This is an optimization exercise on Yosys and OpenROAD, whose aim is a short achievable clock period and few clock cycles, not a production implementation.
In this exercise RTL edits were held to simulation tests only and were not proved equivalent to the original.

==> nickel: inputs <==
Design i69_core, start of the top module:
module i69_core (
    input  wire        clk,
    input  wire        rst,           
    input  wire [31:0] mem_size,      
    output wire        mem_req,
    output wire        mem_we,
    output wire [31:0] mem_addr,
    output wire [7:0]  mem_wdata,
    input  wire        mem_ready,
    input  wire [7:0]  mem_rdata,
    output reg         out_valid,
    output reg  [7:0]  out_data,
    output wire        halted,
    output wire        faulted,
    output reg  [1:0]  fault_cause,   
    input  wire [3:0]  dbg_sel,
    output reg  [31:0] dbg_data
);
clock: 10.0 ns
lec_check: 0
abc_clock_period_in_ps: 4000
cap_margin: 20
core_margin: 2
core_utilization: 40
place_density: 0.6
setup_slack_margin: 3
slew_margin: 20
tns_end_percent: 100
run.sh (not shown) runs the stock make flow with config.mk's settings and CLKGATE_MAP_FILE= SYNTH_SCRIPT=/design/flow/synth_recipe.tcl, a recipe that flattens the netlist after the stock synthesis.
==> fjord: changes against nickel <==
--- a/flow/design.v
+++ b/flow/design.v
@@ -38,48 +38,52 @@
     reg [2:0]  cnt;         
     reg [23:0] imm;         
     reg [7:0]  wd;          
     reg [31:0] msz;         
     reg        first;       
     reg [32:0] ea;          
     reg        ea_ok;       
     reg        eas;         
-    reg [2047:0] mb;
-    reg [255:0]  mv;
+    localparam integer MW  = 8;
+    localparam integer MSZ = 1 << MW;
+    localparam integer NR  = MSZ / 16;
+    reg [MSZ*8-1:0] mb;
+    reg [MSZ-1:0]   mv;
     assign mem_req   = run;
     assign mem_we    = run & (fs == FS_ST);
     assign mem_addr  = ba;
     assign mem_wdata = wd;
     assign halted    = hlt;
     assign faulted   = flt;
     wire        ma_ok  = first ? (|mem_size) : (ma < msz);
     wire [32:0] ma1x   = {1'b0, ma} + 33'd1;
     wire [32:0] ma4x   = {1'b0, ma} + 33'd4;
     wire        ma1_ok = ~first & (ma1x < {1'b0, msz});
     wire        ma4_ok = ~first & (ma4x < {1'b0, msz});
     wire [31:0] ma1    = ma1x[31:0];
     wire [31:0] ma2    = ma + 32'd2;
     wire [31:0] ma5    = ma + 32'd5;
-    wire         lo   = (ma[31:8] == 24'd0);
-    wire [3:0]   rw0  = ma[7:4];
-    wire [3:0]   rw1  = ma[7:4] + 4'd1;
+    wire         lo   = (ma[31:MW] == 0);
+    wire [MW-5:0] rw0 = ma[MW-1:4];
+    wire [MSZ*8-1:0] mbr = {mb[127:0], mb[MSZ*8-1:128]};
+    wire [MSZ-1:0]   mvr = {mv[15:0], mv[MSZ-1:16]};
     wire [127:0] row0 = mb[rw0*128 +: 128];
-    wire [127:0] row1 = mb[rw1*128 +: 128];
+    wire [127:0] row1 = mbr[rw0*128 +: 128];
     wire [15:0]  rv0  = mv[rw0*16 +: 16];
-    wire [15:0]  rv1  = mv[rw1*16 +: 16];
+    wire [15:0]  rv1  = mvr[rw0*16 +: 16];
     wire [255:0] rows = {row1, row0} >> {ma[3:0], 3'd0};
     wire [31:0]  rvs  = {rv1, rv0} >> ma[3:0];
     wire [7:0]   w [0:9];
     wire [9:0]   wv;
     genvar gk;
     generate
         for (gk = 0; gk < 10; gk = gk + 1) begin : g_win
             assign w[gk]  = rows[gk*8 +: 8];
-            assign wv[gk] = rvs[gk] & lo & ({1'b0, ma[7:0]} + gk <= 9'd255);
+            assign wv[gk] = rvs[gk] & lo & ({1'b0, ma[MW-1:0]} + gk <= MSZ - 1);
         end
     endgenerate
     wire [7:0] m0 = w[0];
     wire [7:0] m1 = w[1];
     wire [7:0] m2 = w[2];
     wire [7:0] m3 = w[3];
     wire [7:0] m4 = w[4];
     wire       v0 = wv[0];
@@ -314,17 +318,17 @@
                 else ma_n = cnext;
             end else begin
                 wptr_a = 1'b1; fs_n = FS_OP; ma_n = cnext; newi = 1'b1;
             end
         end
     end
     wire [32:0] ma9x   = {1'b0, ma} + 33'd9;
     wire        ma9_ok = ~first & (ma9x < {1'b0, msz});
-    wire        win9   = lo & (ma[7:0] <= 8'd246);
+    wire        win9   = lo & (ma[MW-1:0] <= MSZ - 10);
     wire [31:0] ma3    = ma + 32'd3;
     wire [31:0] ma4    = ma4x[31:0];
     wire [31:0] ma6    = ma + 32'd6;
     wire [31:0] ma7    = ma + 32'd7;
     wire [31:0] ma10   = ma + 32'd10;
     wire [2:0] d1     = m0[5:3];
     wire [2:0] s1     = m0[2:0];
     wire       mv1    = (m0[7:6] == 2'b01) && (d1 != 3'd0) && (d1 != 3'd7) && (s1 != 3'd7);
@@ -354,25 +358,24 @@
     wire [7:0]  x0  = x[0];
     wire [31:0] x32 = {x[4], x[3], x[2], x[1]};
     wire [2:0]  d2  = x0[5:3];
     wire [2:0]  s2  = x0[2:0];
     wire       mv2    = (x0[7:6] == 2'b01) && (d2 != 3'd0) && (d2 != 3'd7) && (s2 != 3'd7);
     wire       mv32_2 = (x0[7:6] == 2'b10) && (d2 != 3'd0) && (d2 != 3'd7) && (s2 != 3'd7);
     wire       alu2   = (x0 == 8'hC1) || (x0 == 8'hC2) || (x0 == 8'hC3) || (x0 == 8'hC4);
     wire       out2   = (x0 == 8'h02);
-    wire       aptr2  = (x0 == 8'hE1);
     wire       jcc2   = (x0 == 8'h21) || (x0 == 8'h22);
-    wire       l2_2   = (mv2 && s2 == 3'd0) || aptr2;
+    wire       l2_2   = mv2 && s2 == 3'd0;
     wire       l2_5   = (mv32_2 && s2 == 3'd0) || jcc2;
     wire       rd32_2 = mv32_2 && (s2 != 3'd0) && (s2 != 3'd6) &&
                         ((s2 == 3'd1 && wla1) || (s2 == 3'd2 && wlb1) ||
                          ((s2 == 3'd3 || s2 == 3'd4) && wlc1) || (s2 == 3'd5 && wptr1));
-    wire       haz2   = (alu2 & (wa1 | wb1)) | (out2 & out1) | rd32_2 | (aptr2 & wptr1);
-    wire       p2     = (mv2 | mv32_2 | alu2 | out2 | aptr2 | jcc2) & ~haz2 & xv[0]
+    wire       haz2   = (alu2 & (wa1 | wb1)) | (out2 & out1) | rd32_2;
+    wire       p2     = (mv2 | mv32_2 | alu2 | out2 | jcc2) & ~haz2 & xv[0]
                         & (~l2_2 | xv[1]) & (~l2_5 | (xv[1] & xv[2] & xv[3] & xv[4]));
     wire       pair   = (fs == FS_OP) & p1 & p2;
     wire [7:0] a_1 = (w8 && w8_d == 3'd1) ? w8_v : ra;
     wire [7:0] b_1 = (w8 && w8_d == 3'd2) ? w8_v : rb;
     wire [7:0] c_1 = (w8 && w8_d == 3'd3) ? w8_v : rc;
     wire [7:0] d_1 = (w8 && w8_d == 3'd4) ? w8_v : rd;
     wire [7:0] e_1 = (w8 && w8_d == 3'd5) ? w8_v : re;
     wire [7:0] f_1 = (w8 && w8_d == 3'd6) ? w8_v : rf;
@@ -402,18 +405,16 @@
             3'd2: src32_2 = lb;
             3'd3: src32_2 = lc;
             3'd4: src32_2 = lc;
             3'd5: src32_2 = ptr;
             3'd6: src32_2 = a2p1;
             default: src32_2 = 32'd0;
         endcase
     end
-    wire [8:0]  aptr2_lo = {1'b0, ptr[7:0]} + {1'b0, x[1]};
-    wire [31:0] aptr2_r  = {aptr2_lo[8] ? ptr_hi1 : ptr[31:8], aptr2_lo[7:0]};
     reg        w8b;
     reg [2:0]  w8b_d;
     reg [7:0]  w8b_v;
     reg        w32b;
     reg        outb;
     reg [31:0] ma_p;
     always @(*) begin
         w8b   = 1'b0;
@@ -436,22 +437,21 @@
                 default: begin w8b_d = 3'd1; w8b_v = xor_r; end
             endcase
         end else if (out2) begin
             outb = 1'b1;
         end else if (jcc2) begin
             if (x0[0] ? fz_1 : !fz_1) ma_p = x32;
         end
     end
-    wire wptr2 = aptr2;
     wire wr_cp = go & ((w8 & (w8_d == 3'd3)) | (w32 & (w32_d == 3'd5)) | wptr_a |
-                       (pair & ((w8b & (w8b_d == 3'd3)) | (w32b & (d2 == 3'd5)) | wptr2)));
+                       (pair & ((w8b & (w8b_d == 3'd3)) | (w32b & (d2 == 3'd5)))));
     wire bgo     = run & mem_ready;                  
     wire cached  = (fs == FS_OP) ? v0 : ((fs != FS_IMM) & lhit);
-    wire pf_lo   = (pf[31:8] == 24'd0);
+    wire pf_lo   = (pf[31:MW] == 0);
     wire pfetch  = go & ~do_flt & ~do_hlt & (fs_n == FS_OP) & cached & pf_lo;
     wire ifetch  = bpc & ((fs == FS_OP) | (fs == FS_IMM));    
     wire pf_adv  = ~bpc | (ifetch & (ba >= pf));
     always @(posedge clk) begin
         msz <= mem_size;
         ea  <= {1'b0, ptr} + {25'd0, rc};
         ea_ok <= (({1'b0, ptr} + {25'd0, rc}) < {1'b0, msz});
         if (rst) begin
@@ -460,24 +460,24 @@
             la <= 32'd0; lb <= 32'd0; lc <= 32'd0;
             ptr <= 32'd0; pc <= 32'd0;
             fs <= FS_OP; run <= 1'b1; hlt <= 1'b0; flt <= 1'b0;
             ma <= 32'd0; ba <= 32'd0; bpc <= 1'b1; pf <= 32'd0; lhit <= 1'b0;
             npc <= 32'd0; ir <= 8'd0; cnt <= 3'd0; imm <= 24'd0;
             wd <= 8'd0; first <= 1'b1; eas <= 1'b1;
             fault_cause <= 2'd0;
             out_valid <= 1'b0; out_data <= 8'd0;
-            mv <= 256'd0;
+            mv <= {MSZ{1'b0}};
         end else begin
             first     <= 1'b0;
             out_valid <= 1'b0;
             if (bgo) begin
-                if (ba[31:8] == 24'd0) begin
-                    mb[ba[7:0]*8 +: 8] <= (fs == FS_ST && bpc) ? wd : b;
-                    mv[ba[7:0]] <= 1'b1;
+                if (ba[31:MW] == 0) begin
+                    mb[ba[MW-1:0]*8 +: 8] <= (fs == FS_ST && bpc) ? wd : b;
+                    mv[ba[MW-1:0]] <= 1'b1;
                 end
                 if (pf_adv) pf <= ba + 32'd1;
             end
             if (go) begin
                 eas <= wr_cp;
                 if (do_flt) begin
                     flt <= 1'b1; run <= 1'b0; fault_cause <= cause_n;
                 end else if (do_hlt) begin
@@ -541,17 +541,16 @@
                         case (d2)
                             3'd1: la <= src32_2;
                             3'd2: lb <= src32_2;
                             3'd3, 3'd4: lc <= src32_2;
                             3'd5: ptr <= src32_2;
                             default: ;
                         endcase
                     end
-                    if (pair & wptr2) ptr <= aptr2_r;
                 end
             end else begin
                 eas <= 1'b0;
                 if (bgo && run) begin
                     ba  <= ma;
                     bpc <= 1'b1;
                 end
             end
Settings changed: CORE_UTILIZATION 40 to 60, PLACE_DENSITY 0.6 to 0.7, SETUP_SLACK_MARGIN 3 to 4, TNS_END_PERCENT 100 to 10.
==> comparison <==
fjord died in global routing (5_1_grt). nickel finished with timing, DRC and antenna clean.
In nickel the synthesized cell count is smaller than in fjord, by about 0.25%.
In nickel the area after synthesis is larger than in fjord, by 0.26%.
==> figures <==
quantity	fjord	nickel
Netlist cell types	135	141
Parity-gate share of the synthesized area counting xor and xnor cells	1.33%	1.32%
Sequential area share after synthesis	41.9%	41.8%
Post-CTS Setup Bufs	449	462
Horizontal die dimension	553 um	678 um
Setup slack at placement	0.499 ns	0.298 ns
Status	aborted with a tool error	complete, no violations
Last stage reached	global routing (5_1_grt)	-
Placed inst area	192000 um2	195000 um2
Number of placed cells counting well taps	22800	24800
TritonCTS buffer count	304	331
Proportion of synthesized area in mux cells	15.5%	16.4%
Area share of and/or/nand/nor cells after synthesis	14.0%	14.7%
HPWL after detailed placement	738 mm	766 mm
Number of instances resized during post-cts repair	1143	1269
Net count after synthesis	19400	19400
Testbench counts of nickel, summed over its fixed seeds: cycles 70,228.
Testbench counts of fjord, summed over its fixed seeds: cycles 70,611.

what the ideal ports hide:
The flow's constraints put no driver on any port. The routed layout listed below was extracted and timed again, unchanged, in two steps. Step 1 (the two cells are an assumption about what drives the block):
set clk [get_ports {clk}]
set_driving_cell -lib_cell sky130_fd_sc_hd__clkbuf_16 $clk
set_driving_cell -lib_cell sky130_fd_sc_hd__buf_2 [delete_from_list [all_inputs] $clk]
Step 2 moves the port delays by t, midway between the first and last clock arrival at a register: inputs arrive t later, outputs are due t later. That takes back most of the time a late clock gives input paths. Slacks: ideal ports / drivers / drivers and shift; pairs: ideal ports / drivers.
run: nickel
t (ns): 1.154
setup WS [ns]: 2.555 / 2.555 / 1.917
worst setup path at the end: input to register
latest minus earliest clock arrival (ns): 0.108 / 0.108
worst register clock-pin slew, ns: 0.07 / 0.07
After both steps nickel still meets setup and hold. For nickel, drivers alone change the setup slack by 0.000 ns; drivers and shift together by -0.638 ns.
